What follows belongs to an exercise in optimizing a design on an open flow for small area and a short achievable clock period; a production flow would make more cautious choices.
Only simulation tests tie the RTL to the original design; equivalence was not proved.
Power and IR drop assume default switching activity.

### config.mk
export PLATFORM = sky130hd
export DESIGN_NAME = rlwe_rec
export DESIGN_NICKNAME = rlwe_rec
export VERILOG_FILES = /design/flow/design.v
export SDC_FILE = /design/flow/constraint.sdc
export NUM_CORES = 4
export LEC_CHECK = 0
export CAP_MARGIN = 20
export CORE_MARGIN = 2
export CORE_UTILIZATION = 40
export SLEW_MARGIN = 20
### constraint.sdc
create_clock -name core_clock -period 15.0 [get_ports {clk}]
set_input_delay 3.0000 -clock core_clock [delete_from_list [all_inputs] [get_ports {clk}]]
set_output_delay 3.0000 -clock core_clock [all_outputs]
set_load 0.01 [all_outputs]
### design.v
module rlwe_rec (
    input  wire         clk,
    input  wire         rst,         
    input  wire         in_valid,
    input  wire         in_mode,     
    input  wire [127:0] in_x,        
    input  wire         in_bit,      
    input  wire [7:0]   in_r,        
    output reg          out_valid,
    output reg  [7:0]   out_r,       
    output reg          out_key      
);
    localparam signed [39:0] Q   = 40'sd12289;
    localparam signed [39:0] Q4  = 40'sd3073;
    localparam signed [39:0] Q2  = 40'sd6145;
    localparam signed [39:0] Q34 = 40'sd9217;
    localparam signed [39:0] Q54 = 40'sd15362;
    localparam signed [39:0] Q32 = 40'sd18434;
    localparam signed [39:0] Q74 = 40'sd21506;
    function signed [39:0] abs40;
        input signed [39:0] v;
        begin
            abs40 = (v < 0) ? -v : v;
        end
    endfunction
    reg         s0_valid;
    reg         s0_mode;
    reg [127:0] s0_x;
    reg         s0_bit;
    reg [7:0]   s0_r;
    always @(posedge clk) begin
        if (rst)
            s0_valid <= 1'b0;
        else
            s0_valid <= in_valid;
        s0_mode <= in_mode;
        s0_x    <= in_x;
        s0_bit  <= in_bit;
        s0_r    <= in_r;
    end
    reg signed [39:0] y  [0:3];
    reg        [2:0]  v0 [0:3];
    reg        [2:0]  v1 [0:3];
    reg signed [39:0] hnorm;
    reg        [2:0]  c  [0:3];
    reg        [7:0]  hint;
    integer j;
    always @(*) begin
        hnorm = 40'sd0;
        for (j = 0; j < 4; j = j + 1) begin
            y[j]  = 2 * $signed({{8{s0_x[32*j+31]}}, s0_x[32*j +: 32]}) - $signed({39'd0, s0_bit});
            v0[j] = (y[j] >= Q4) + (y[j] >= Q34) + (y[j] >= Q54) + (y[j] >= Q74);
            v1[j] = (y[j] >= Q2) + (y[j] >= Q) + (y[j] >= Q32);
            hnorm = hnorm + abs40(2 * y[j] - Q * $signed({37'd0, v0[j]}));
        end
        for (j = 0; j < 4; j = j + 1)
            c[j] = (hnorm < Q) ? v0[j] : v1[j];
        hint[1:0] = c[0][1:0] - c[3][1:0];
        hint[3:2] = c[1][1:0] - c[3][1:0];
        hint[5:4] = c[2][1:0] - c[3][1:0];
        hint[7:6] = {c[3][0], 1'b0} + {1'b0, hnorm >= Q};
    end
    reg signed [39:0] t [0:3];
    reg signed [39:0] u [0:3];
    reg signed [39:0] rnorm;
    reg        [1:0]  rr [0:3];
    reg               key;
    always @(*) begin
        for (j = 0; j < 4; j = j + 1)
            rr[j] = s0_r[2*j +: 2];
        rnorm = 40'sd0;
        for (j = 0; j < 4; j = j + 1) begin
            if (j < 3)
                t[j] = 8 * $signed({{8{s0_x[32*j+31]}}, s0_x[32*j +: 32]})
                       - (2 * $signed({38'd0, rr[j]}) + $signed({38'd0, rr[3]})) * Q;
            else
                t[j] = 8 * $signed({{8{s0_x[32*j+31]}}, s0_x[32*j +: 32]})
                       - $signed({38'd0, rr[3]}) * Q;
            if (t[j] > 4 * Q)
                u[j] = t[j] - 8 * Q;
            else if (t[j] < -4 * Q)
                u[j] = t[j] + 8 * Q;
            else
                u[j] = t[j];
            rnorm = rnorm + abs40(u[j]);
        end
        key = (rnorm <= 8 * Q);
    end
    always @(posedge clk) begin
        if (rst)
            out_valid <= 1'b0;
        else
            out_valid <= s0_valid;
        out_r   <= s0_mode ? 8'd0 : hint;
        out_key <= s0_mode ? key : 1'b0;
    end
endmodule
### run.sh
#!/bin/bash
# synth_recipe.tcl (not shown) runs the flow's synth.tcl, then flattens the netlist and writes it again
# the make line also repeats each setting of config.mk as NAME=value (left out here)
make -C /OpenROAD-flow-scripts/flow DESIGN_CONFIG=/design/flow/config.mk WORK_HOME=/design/flow/orfs CLKGATE_MAP_FILE= SYNTH_SCRIPT=/design/flow/synth_recipe.tcl finish
==> results.txt <==
For the number of filler cells placed in the layout, the log shows 9665. The run gives 0 as the count of unresolved DRC violations after routing. Across the run, the number of max-cap violations was 0. Derived from the worst setup path, the maximum achievable clock frequency is 0.0701 GHz. The fraction of synthesized cell area taken by the top area cell type was 11.8%.

The startpoint identified for the worst register-to-register timing path is s0_bit. The run gives 17 as the TritonCTS buffer count. Data on the critical path is required at its endpoint by 15.44 ns.

The repair_antennas step left the layout with diodes totalling 0. Start point of the critical path: s0_bit. The peak fanout along the critical path works out to 30.

xnor2_1 takes more of the synthesized area than any other cell. For this design, the slowest cell found on the critical path is or4_4. The leading register cell type out of synthesis is dfxtp_1. The number of hold buffers added after CTS was 0; the sequential fraction of the synthesis area was 7.96%.

Synthesis produced 5154 cells. Yosys mapped a number of flops with a built-in enable equal to 0. The final worst-path cycle share is 95.2%. The critical path is of the flop to flop type. For the worst-case vdd ir drop, the log shows 0.000226 V. The later pin in the worst-skew pair is clocked with a latency of 0.54 ns. The number of placed I/O pins was 151; the x dimension of the die was 310 um. STA classifies the critical path startpoint as a flop. TritonCTS built the clock tree. The clock period minus worst slack works out to 14.27 ns. The tools report the total instance count after detailed placement as 6448. In this run the worst hold path is classified as flop to flop. Number of H-tree branching levels: 4.

The total count of max-transition violations in the final report is 0. The largest single stage delay on the critical path is 0.58 ns. The share of layout cells above drive strength 1 was 5.45%; the number of detailed-route iterations in the first pass was 6. The average detailed-routed wire length per instance is 23.0 um.

The number of global-route vias before repair was 36400. The total detailed-routing wirelength was 149 mm; the number of library cell types mapped by synthesis was 111. The worst pin sits at a relative slew slack of 23.9%. The first-pass GRT wire length was 223 mm; the detailed router's first-iteration violation count was 4406. The initial antenna violation count is 3, and the final global-route overflow total is 0.

The run gives 0.0961 mm^2 as the die outline area. Half-perimeter wire length of the detailed placement result: 125 mm. The tree is rooted in a clkbuf_16.

The floorplan has 112 rows. The number of hold-slack violations in the final timing report is 0, and the total number of vias is 40000. The fraction of synthesis flops using an asynchronous set or reset pin works out to 0%. In the final layout, the multi-input gates occupy 0.0326 mm^2. CTS saw 149 sinks. The post-synthesis to final-layout area growth is 9.96%. The number of port buffers works out to 150. Entering global routing, the biggest net connects 36 pins. For the pin with the worst max-slew slack, the measured transition is 1.14 ns. For this design the ratio of total power to cell area is 162 mW/mm^2. For the final database, setup skew stands at 0.0261 ns. The routability congestion estimate came out at 1.09.

Effective utilization at floorplan: 40.3%. The net count reported at finish was 5754; the number of flip-flops and latches in the synthesized netlist was 149. The worst hold path begins at s0_valid. In this run the standard cell core region covers 0.0930 mm^2.

Summing all placed instances gives a cell area of 0.0404 mm^2. For this run, the number of Yosys warnings is 8. By area the synthesized netlist is led by xnor2_1, fa_1, dfxtp_1.

The number of non-filler instances in the completed layout is 6483. Once layout is done, the placed cells without fillers occupy 0.0412 mm^2. The CTS clock-pin slew for the worst setup and hold paths is 0.08 ns. A synthesized cell averages 7.27 um^2.

Arrival time at the worst endpoint: 14.71 ns. The run finished with no timing, DRC or antenna violations. The maximum count of clock buffers along a single path was 2; the static leakage was 15.3 nW. The total global-route track usage is 30.2%. The cell repeated most along the worst path is inv_1.

Setup violations remaining at the end of the flow were counted as 0. The worst setup path is captured at a flop. The height of the die works out to 310 um. The netlist area before placement was 0.0375 mm^2; the area taken by flip-flops and latches was 0.00299 mm^2. The number of nets with antenna violations after detailed routing is 0, and the via density per instance is 6.17.
## placed cells by master (no fill, tap or decap), types with 79 or more instances in the layout
master,instances
nor3_1,186
and3_1,79
nor4_1,86
xor2_1,233
o21ai_0,209
fa_1,181
buf_4,84
nand3_1,144
nor2_1,442
inv_1,349
a21oi_1,315
or3_1,100
nand2_1,360
ha_1,214
xnor2_1,504
clkdlybuf4s50_1,150
dfxtp_1,148
a31oi_1,108
nand4_1,86
## synthesized netlist by cell type, types with 23 or more instances
| cell | count |
|---|---|
| a2111oi_0 | 25 |
| nand3b_1 | 25 |
| nor2_1 | 445 |
| nand2b_1 | 53 |
| nand3_1 | 144 |
| o211ai_1 | 45 |
| nor4_1 | 87 |
| xor2_1 | 233 |
| clkbuf_1 | 187 |
| o31ai_1 | 44 |
| o21ai_0 | 215 |
| and2_1 | 72 |
| ha_1 | 215 |
| inv_1 | 349 |
| o21a_1 | 44 |
| a32oi_1 | 24 |
| nor3_1 | 193 |
| or2_2 | 61 |
| a21oi_1 | 321 |
| nand2_1 | 360 |
| and4_1 | 23 |
| a21o_1 | 72 |
| and3_1 | 79 |
| nand4_1 | 86 |
| xnor2_1 | 505 |
| o22ai_1 | 33 |
| nor2b_1 | 65 |
| dfxtp_1 | 149 |
| a211oi_1 | 50 |
| or3_1 | 101 |
| or4_1 | 74 |
| a31oi_1 | 109 |
| fa_1 | 181 |
## worst max-delay path, delay by kind of cell, from the launching register on
family                     cells  cell delay, ns
DFF                            1            0.53
and+or+nand+nor               15            3.85
buffers and inverters         12            1.93
muxes                          2            0.37
adders and majority gates      9            3.88
xor gates and xnor gates       2            0.21
AOI/OAI and AO/OA             16            3.36
## worst paths after layout
path         slack [ns]         to  cells past startpoint
max                0.73   out_r[5]                     56
min                0.46  out_valid                      1
max reg2reg        0.73   out_r[5]                     56
min reg2reg        0.46  out_valid                      1
## kinds of logic after synthesis
family / count (synthesis) / share of synthesized area, %
simple gates: 1995 / 28.4
compound gates: 1277 / 22.8
xor+xnor: 741 / 17.4
buf+inv: 566 / 5.77
fa+ha+maj: 397 / 16.9
flops: 149 / 7.96
mux: 27 / 0.741
other cells: 2 / 0.0200
## per-layer routing
metal	wire (um)	GRT usage, %
met5	0	0
met3	14200	5.80
met4	7880	14.5
met2	62600	45.6
met1	64500	41.3
## cell type report
| cell class | instances | area share, % |
|---|---|---|
| Multi-Input combinational cell | 4465 | 79.2 |
| Sequential cell | 149 | 7.25 |
| Timing Repair Buffer | 235 | 5.20 |
| Tap cell | 1254 | 3.81 |
| Inverter | 349 | 3.18 |
| Clock buffer | 17 | 1.03 |
| Clock inverter | 14 | 0.295 |
## stage by stage
step	utilization [%]	power [W]	hold WS, ns	TNS [ns]	setup WS [ns]
6_report	44.3	0.00667	0.461	0	0.727
5_1_grt	44.3	0.00725	0.483	-0.0205	-0.0129
4_1_cts	44.0	0.00649	0.466	0	0.0293
3_5_place_dp	43.4	0.00601	0.447	0	0.137
3_3_place_gp	43.4	0.00600	0.449	0	0.219
2_1_floorplan	-	0.00460	0.414	0	0.541
## registers in the layout, indices dropped and copies added (netlist names)
name and cells:
out_key 1, out_r 8, s0_r 8, out_valid 1, s0_x 128, s0_mode 1
s0_bit 1, s0_valid 1
## where the power goes
| group | internal [W] | switching (W) |
|---|---|---|
| combinational | 0.00225 | 0.00348 |
| clock | 0.000215 | 0.000232 |
| sequential | 0.000426 | 0.0000635 |
| total | 0.00289 | 0.00377 |
## timing repair
| action | in CTS | in global routing |
|---|---|---|
| setup buffers | 0 | 4 |
| setup endpoints to repair | 0 | 8 |
| gates resized for setup | 0 | 48 |

## what the ideal ports hide
The flow's constraints put no driver on any port. The routed layout listed below was extracted and timed again, unchanged, in two steps.
Step 1, drivers: a clkbuf_16 drives clk and a buf_2 each remaining input, both assumed.
Step 2 moves the port delays by t, midway between the first and last clock arrival at a register: inputs arrive t later, outputs are due t later. That takes back most of the time a late clock gives input paths.
Three values: ideal ports, drivers, drivers and shift; two values: the first two.
t, ns: 0.601
slack for setup (ns): 0.727 / 0.727 / 0.727
worst hold slack (ns): 0.461 / 0.461 / 0.461
latest minus earliest clock arrival (ns): 0.028 / 0.028
cell pins on the clock port's net: 1
After both steps this run still meets setup and hold. The setup slack of this run moves by 0.000 ns with the drivers and by 0.000 ns with both steps.
